Source: an optimization exercise on an open RTL-to-GDS flow (aim: small area). Production flows keep margins and buffers that such runs may drop. RTL that was checked went through simulation tests only; none was proved equivalent to the original. Power figures rest on the tool's default switching activity, not on a simulated workload.

// cmux_rx
module cmux_rx (
    input             clk,
    input             rst,
    input             in_valid,
    input      [7:0]  in_data,
    output            pay_valid,
    output     [7:0]  pay_data,
    output            rec_valid,
    output     [1:0]  rec_kind,
    output     [31:0] rec_w0,
    output     [31:0] rec_w1
);
For scale: about 330 cells after synthesis, roughly 51 flip-flops, roughly 87 I/O pins.
==> module cmux_rx, before the edit <==
module cmux_rx (
    input             clk,
    input             rst,
    input             in_valid,
    input      [7:0]  in_data,
    output            pay_valid,
    output     [7:0]  pay_data,
    output            rec_valid,
    output     [1:0]  rec_kind,
    output     [31:0] rec_w0,
    output     [31:0] rec_w1
);
    localparam [7:0] FLAG = 8'hF9;
    function [7:0] crc8_byte(input [7:0] crc_in, input [7:0] b);
        integer k;
        reg [7:0] c;
        begin
            c = crc_in ^ b;
            for (k = 0; k < 8; k = k + 1)
                c = c[0] ? ((c >> 1) ^ 8'hE0) : (c >> 1);
            crc8_byte = c;
        end
    endfunction
    reg        act;          
    reg        ovf;          
    reg  [7:0] held;         
    reg  [7:0] addr, ctrl, len;
    reg  [7:0] last;         
    reg  [7:0] crc;
    wire       v      = in_valid & ~rst;
    wire       flag   = (in_data == FLAG);
    wire       inner  = v & ~flag & act;
    wire       close  = v & flag & act;
    wire [6:0] plen   = len[7:1];
    wire       is_uih = ((ctrl & 8'hEF) == 8'hEF);
    wire [7:0] p3     = {1'b0, plen} + 8'd3;
    wire       is_pay = (held >= 8'd3) && (held < p3);
    reg        frame;        
    reg  [2:0] kind_code;
    always @(*) begin
        case (ctrl & 8'hEF)
            8'h2F:   kind_code = 3'd0;
            8'h63:   kind_code = 3'd1;
            8'h0F:   kind_code = 3'd2;
            8'hEF:   kind_code = 3'd3;
            default: kind_code = 3'd4;
        endcase
    end
    wire [7:0] fcs_calc = ~crc;
    wire       fcs_ok   = (last == fcs_calc);
    wire [7:0] code     = (held < 8'd4) ? 8'h20 : (!len[0] ? 8'h23 : 8'h24);
    assign pay_valid = inner & ~ovf & is_pay;
    assign pay_data  = in_data;
    assign rec_valid = close;
    assign rec_kind  = ovf ? 2'd2 : (frame ? 2'd0 : 2'd1);
    assign rec_w0    = frame ? {last, len, ctrl, addr}
                     : ovf   ? {16'h0000, ctrl, held}
                     :         {24'h0, code};
    assign rec_w1    = frame ? {1'b0, plen, fcs_calc, 3'b000, fcs_ok, ctrl[4],
                                kind_code, addr[0], addr[1], addr[7:2]}
                     : 32'h0;
    always @(posedge clk) begin
        if (in_valid)
            last <= in_data;
        if (rst) begin
            act <= 1'b0;
        end else if (v) begin
            if (!act) begin
                if (flag) begin
                    act  <= 1'b1;
                    ovf  <= 1'b0;
                    held <= 8'd0;
                    crc  <= 8'hFF;
                    frame <= 1'b0;
                end
            end else if (flag) begin
                act <= 1'b0;
            end else if (!ovf) begin
                case (held)
                    8'd0: addr <= in_data;
                    8'd1: ctrl <= in_data;
                    8'd2: len  <= in_data;
                    default: ;
                endcase
                if (held < 8'd3 || (is_pay && !is_uih))
                    crc <= crc8_byte(crc, in_data);
                held <= held + 8'd1;
                frame <= len[0] & (held == p3);
                if (held == 8'd131) begin
                    ovf  <= 1'b1;
                    ctrl <= 8'h00;
                end
            end else if ({ctrl, held} != 16'hFFFF) begin
                {ctrl, held} <= {ctrl, held} + 16'd1;
            end
        end
    end
endmodule
Settings: LEC_CHECK=0, CAP_MARGIN=20, CORE_MARGIN=2, CORE_UTILIZATION=40, SLEW_MARGIN=20; clock period 4.0 ns.
run.sh (not shown) runs the stock make flow with config.mk's settings and CLKGATE_MAP_FILE= SYNTH_SCRIPT=/design/flow/synth_recipe.tcl, a recipe that flattens the netlist after the stock synthesis.
Then changed:
--- a/flow/design.v
+++ b/flow/design.v
@@ -34,7 +34,7 @@
     wire [6:0] plen   = len[7:1];
     wire       is_uih = ((ctrl & 8'hEF) == 8'hEF);
-    wire [7:0] p3     = {1'b0, plen} + 8'd3;
-    wire       is_pay = (held >= 8'd3) && (held < p3);
-    reg        frame;        
+    wire [7:0] hm3    = held - 8'd3;
+    wire       is_pay = (held >= 8'd3) && (hm3 < {1'b0, plen});
+    wire       frame  = ~ovf & len[0] & (held == {1'b0, plen} + 8'd4);
     reg  [2:0] kind_code;
     always @(*) begin
@@ -72,5 +72,4 @@
                     held <= 8'd0;
                     crc  <= 8'hFF;
-                    frame <= 1'b0;
                 end
             end else if (flag) begin
@@ -86,5 +85,4 @@
                     crc <= crc8_byte(crc, in_data);
                 held <= held + 8'd1;
-                frame <= len[0] & (held == p3);
                 if (held == 8'd131) begin
                     ovf  <= 1'b1;
=> Final area went up by a few percent; global-route usage fell by 1.5 points; area after synthesis came out higher by a little under a tenth; final cell count climbs by a few percent; worst hold slack gets better by 0.0034 ns; non-clock buffer count is higher by 15; combinational power went down by a few percent; maximum frequency shrinks by a few percent; sequential power is lower slightly; total power climbs by a few percent; die area rose by a few percent; register-to-register slack gains 0.10 ns; clock skew is about the same; critical path depth went up by 1.


The RTL this note starts from:
==> flow/design.v <==
module cmux_rx (
    input             clk,
    input             rst,
    input             in_valid,
    input      [7:0]  in_data,
    output            pay_valid,
    output     [7:0]  pay_data,
    output            rec_valid,
    output     [1:0]  rec_kind,
    output     [31:0] rec_w0,
    output     [31:0] rec_w1
);
    localparam [7:0] FLAG = 8'hF9;
    function [7:0] crc8_byte(input [7:0] crc_in, input [7:0] b);
        integer k;
        reg [7:0] c;
        begin
            c = crc_in ^ b;
            for (k = 0; k < 8; k = k + 1)
                c = c[0] ? ((c >> 1) ^ 8'hE0) : (c >> 1);
            crc8_byte = c;
        end
    endfunction
    reg        act;          
    reg        ovf;          
    reg  [7:0] held;         
    reg  [7:0] addr, ctrl, len;
    reg  [7:0] last;         
    reg  [7:0] crc;
    wire       v      = in_valid & ~rst;
    wire       flag   = (in_data == FLAG);
    wire       inner  = v & ~flag & act;
    wire       close  = v & flag & act;
    wire [6:0] plen   = len[7:1];
    wire       is_uih = ((ctrl & 8'hEF) == 8'hEF);
    wire [7:0] p3     = {1'b0, plen} + 8'd3;
    wire       is_pay = (held >= 8'd3) && (held < p3);
    reg        frame;        
    reg  [2:0] kind_code;
    always @(*) begin
        case (ctrl & 8'hEF)
            8'h2F:   kind_code = 3'd0;
            8'h63:   kind_code = 3'd1;
            8'h0F:   kind_code = 3'd2;
            8'hEF:   kind_code = 3'd3;
            default: kind_code = 3'd4;
        endcase
    end
    wire [7:0] fcs_calc = ~crc;
    wire       fcs_ok   = (last == fcs_calc);
    wire [7:0] code     = (held < 8'd4) ? 8'h20 : (!len[0] ? 8'h23 : 8'h24);
    assign pay_valid = inner & ~ovf & is_pay;
    assign pay_data  = in_data;
    assign rec_valid = close;
    assign rec_kind  = ovf ? 2'd2 : (frame ? 2'd0 : 2'd1);
    assign rec_w0    = frame ? {last, len, ctrl, addr}
                     : ovf   ? {16'h0000, ctrl, held}
                     :         {24'h0, code};
    assign rec_w1    = frame ? {1'b0, plen, fcs_calc, 3'b000, fcs_ok, ctrl[4],
                                kind_code, addr[0], addr[1], addr[7:2]}
                     : 32'h0;
    always @(posedge clk) begin
        if (in_valid)
            last <= in_data;
        if (rst) begin
            act <= 1'b0;
        end else if (v) begin
            if (!act) begin
                if (flag) begin
                    act  <= 1'b1;
                    ovf  <= 1'b0;
                    held <= 8'd0;
                    crc  <= 8'hFF;
                    frame <= 1'b0;
                end
            end else if (flag) begin
                act <= 1'b0;
            end else if (!ovf) begin
                case (held)
                    8'd0: addr <= in_data;
                    8'd1: ctrl <= in_data;
                    8'd2: len  <= in_data;
                    default: ;
                endcase
                if (held < 8'd3 || (is_pay && !is_uih))
                    crc <= crc8_byte(crc, in_data);
                held <= held + 8'd1;
                frame <= len[0] & (held == p3);
                if (held == 8'd131) begin
                    ovf  <= 1'b1;
                    ctrl <= 8'h00;
                end
            end else if ({ctrl, held} != 16'hFFFF) begin
                {ctrl, held} <= {ctrl, held} + 16'd1;
            end
        end
    end
endmodule
export LEC_CHECK = 0
export CAP_MARGIN = 20
export CORE_MARGIN = 2
export CORE_UTILIZATION = 40
export SLEW_MARGIN = 20
create_clock -name core_clock -period 4.0 [get_ports {clk}]
standard.sh (not shown) runs the stock make flow with config.mk's settings and CLKGATE_MAP_FILE= SYNTH_SCRIPT=/design/flow/synth_recipe.tcl, a recipe that flattens the netlist after the stock synthesis.
==> flow/flow/run.sh <==
#!/bin/bash
# Standard layout, with the port buffers made of the smallest buffer cell and
# the buffers Yosys/ABC inserted removed before placement.
bash standard.sh "BUFFER_PORTS_ARGS=-buffer_cell sky130_fd_sc_hd__buf_1" REMOVE_ABC_BUFFERS=1 finish > standard.log 2>&1
The starting point finished with timing, DRC and antenna clean.
==> next run, changes <==
==> flow/design.v (replaced) <==
module cmux_rx (
    input             clk,
    input             rst,
    input             in_valid,
    input      [7:0]  in_data,
    output            pay_valid,
    output     [7:0]  pay_data,
    output            rec_valid,
    output     [1:0]  rec_kind,
    output     [31:0] rec_w0,
    output     [31:0] rec_w1
);
    localparam [7:0] FLAG = 8'hF9;
    function [7:0] crc8_step(input [7:0] x);
        integer k;
        reg [7:0] c;
        begin
            c = x;
            for (k = 0; k < 8; k = k + 1)
                c = c[0] ? ((c >> 1) ^ 8'hE0) : (c >> 1);
            crc8_step = c;
        end
    endfunction
    reg        act;          
    reg        ovf;          
    reg  [7:0] pos;          
    reg  [7:0] addr, ctrl, len;
    reg  [7:0] last;         
    reg  [7:0] crc;
    reg        frame;        
    reg        fok;          
    wire       v      = in_valid & ~rst;
    wire       flag   = (in_data == FLAG);
    wire       inner  = v & ~flag & act;
    wire       close  = v & flag & act;
    wire [6:0] plen   = len[7:1];
    wire       is_uih = ((ctrl & 8'hEF) == 8'hEF);
    wire       is_hdr = pos[7] & (pos[6:2] == 5'b11111);    
    wire       is_pay = (pos < {1'b0, plen});
    wire       at_fcs = (pos == {1'b0, plen});
    wire [7:0] cx     = crc ^ in_data;
    reg  [2:0] kind_code;
    always @(*) begin
        case (ctrl & 8'hEF)
            8'h2F:   kind_code = 3'd0;
            8'h63:   kind_code = 3'd1;
            8'h0F:   kind_code = 3'd2;
            8'hEF:   kind_code = 3'd3;
            default: kind_code = 3'd4;
        endcase
    end
    wire       short    = (pos == 8'd0) | (pos[7] & (pos[6:0] != 7'd0));
    wire [7:0] code     = short ? 8'h20 : (!len[0] ? 8'h23 : 8'h24);
    assign pay_valid = inner & ~ovf & is_pay;
    assign pay_data  = in_data;
    assign rec_valid = close;
    assign rec_kind  = ovf ? 2'd2 : (frame ? 2'd0 : 2'd1);
    assign rec_w0    = frame ? {last, len, ctrl, addr}
                     : ovf   ? {16'h0000, ctrl, pos}
                     :         {24'h0, code};
    assign rec_w1    = frame ? {1'b0, plen, ~crc, 3'b000, fok, ctrl[4],
                                kind_code, addr[0], addr[1], addr[7:2]}
                     : 32'h0;
    always @(posedge clk) begin
        if (in_valid)
            last <= in_data;
        if (rst) begin
            act <= 1'b0;
        end else if (v) begin
            if (!act) begin
                if (flag) begin
                    act   <= 1'b1;
                    ovf   <= 1'b0;
                    pos   <= 8'hFD;
                    crc   <= 8'hFF;
                    frame <= 1'b0;
                end
            end else if (flag) begin
                act <= 1'b0;
            end else if (!ovf) begin
                case (pos)
                    8'hFD: addr <= in_data;
                    8'hFE: ctrl <= in_data;
                    8'hFF: len  <= in_data;
                    default: ;
                endcase
                if (is_hdr || (is_pay && !is_uih))
                    crc <= crc8_step(cx);
                frame <= len[0] & at_fcs;
                fok   <= (cx == 8'hFF);
                if (pos == 8'h80) begin
                    ovf  <= 1'b1;
                    pos  <= 8'h84;
                    ctrl <= 8'h00;
                end else begin
                    pos  <= pos + 8'd1;
                end
            end else if ({ctrl, pos} != 16'hFFFF) begin
                {ctrl, pos} <= {ctrl, pos} + 16'd1;
            end
        end
    end
endmodule
=>
- The changed run finished with timing, DRC and antenna clean
- clock power decreases by about 4%
- setup slack improves by 150 ps
- routed wire length stays flat
- design area is higher by 1.8%
- clock skew barely changes
- first-iteration DRC count climbs by 69%
- final cell count shrinks by 2.9%
Only the layout flow was run in the second run of this note; the RTL was not checked for function there.

## separate check: timing with driven ports
How much do the figures lean on ideal ports? The routed layouts below were timed once more, with nothing changed but the port constraints.
Step 1 assumes that a clkbuf_16 drives the clock port and a buf_2 every other input.
Step 2 adds t to the input delays and takes it off the output delays; t is the mean of the earliest and latest rising clock arrival at the registers after step 1. Input paths then give back, and output paths get back, about the clock's delay inside the block.
Three values: no drivers, after step 1, after step 2; two values: the first two.
| run | shift t [ns] | slack for setup (ns) | slew at the worst register clock pin (ns) | cell pins on the clock port's net |
|---|---|---|---|---|
| the first run of note 1 | 0.336 | 0.256 / 0.225 / 0.225 | 0.10 / 0.10 | 1 |
| the second run of note 1 | 0.330 | 0.139 / 0.109 / 0.439 | 0.10 / 0.10 | 1 |
| the first run of note 2 | 0.342 | 0.807 / 0.779 / 0.794 | 0.11 / 0.11 | 1 |
| the second run of note 2 | 0.330 | 0.953 / 0.922 / 0.876 | 0.10 / 0.10 | 1 |
After both steps setup and hold are still met in every run listed. For the second run of note 2, which loses most, drivers alone change the setup slack by -0.031 ns; drivers and shift together by -0.077 ns.
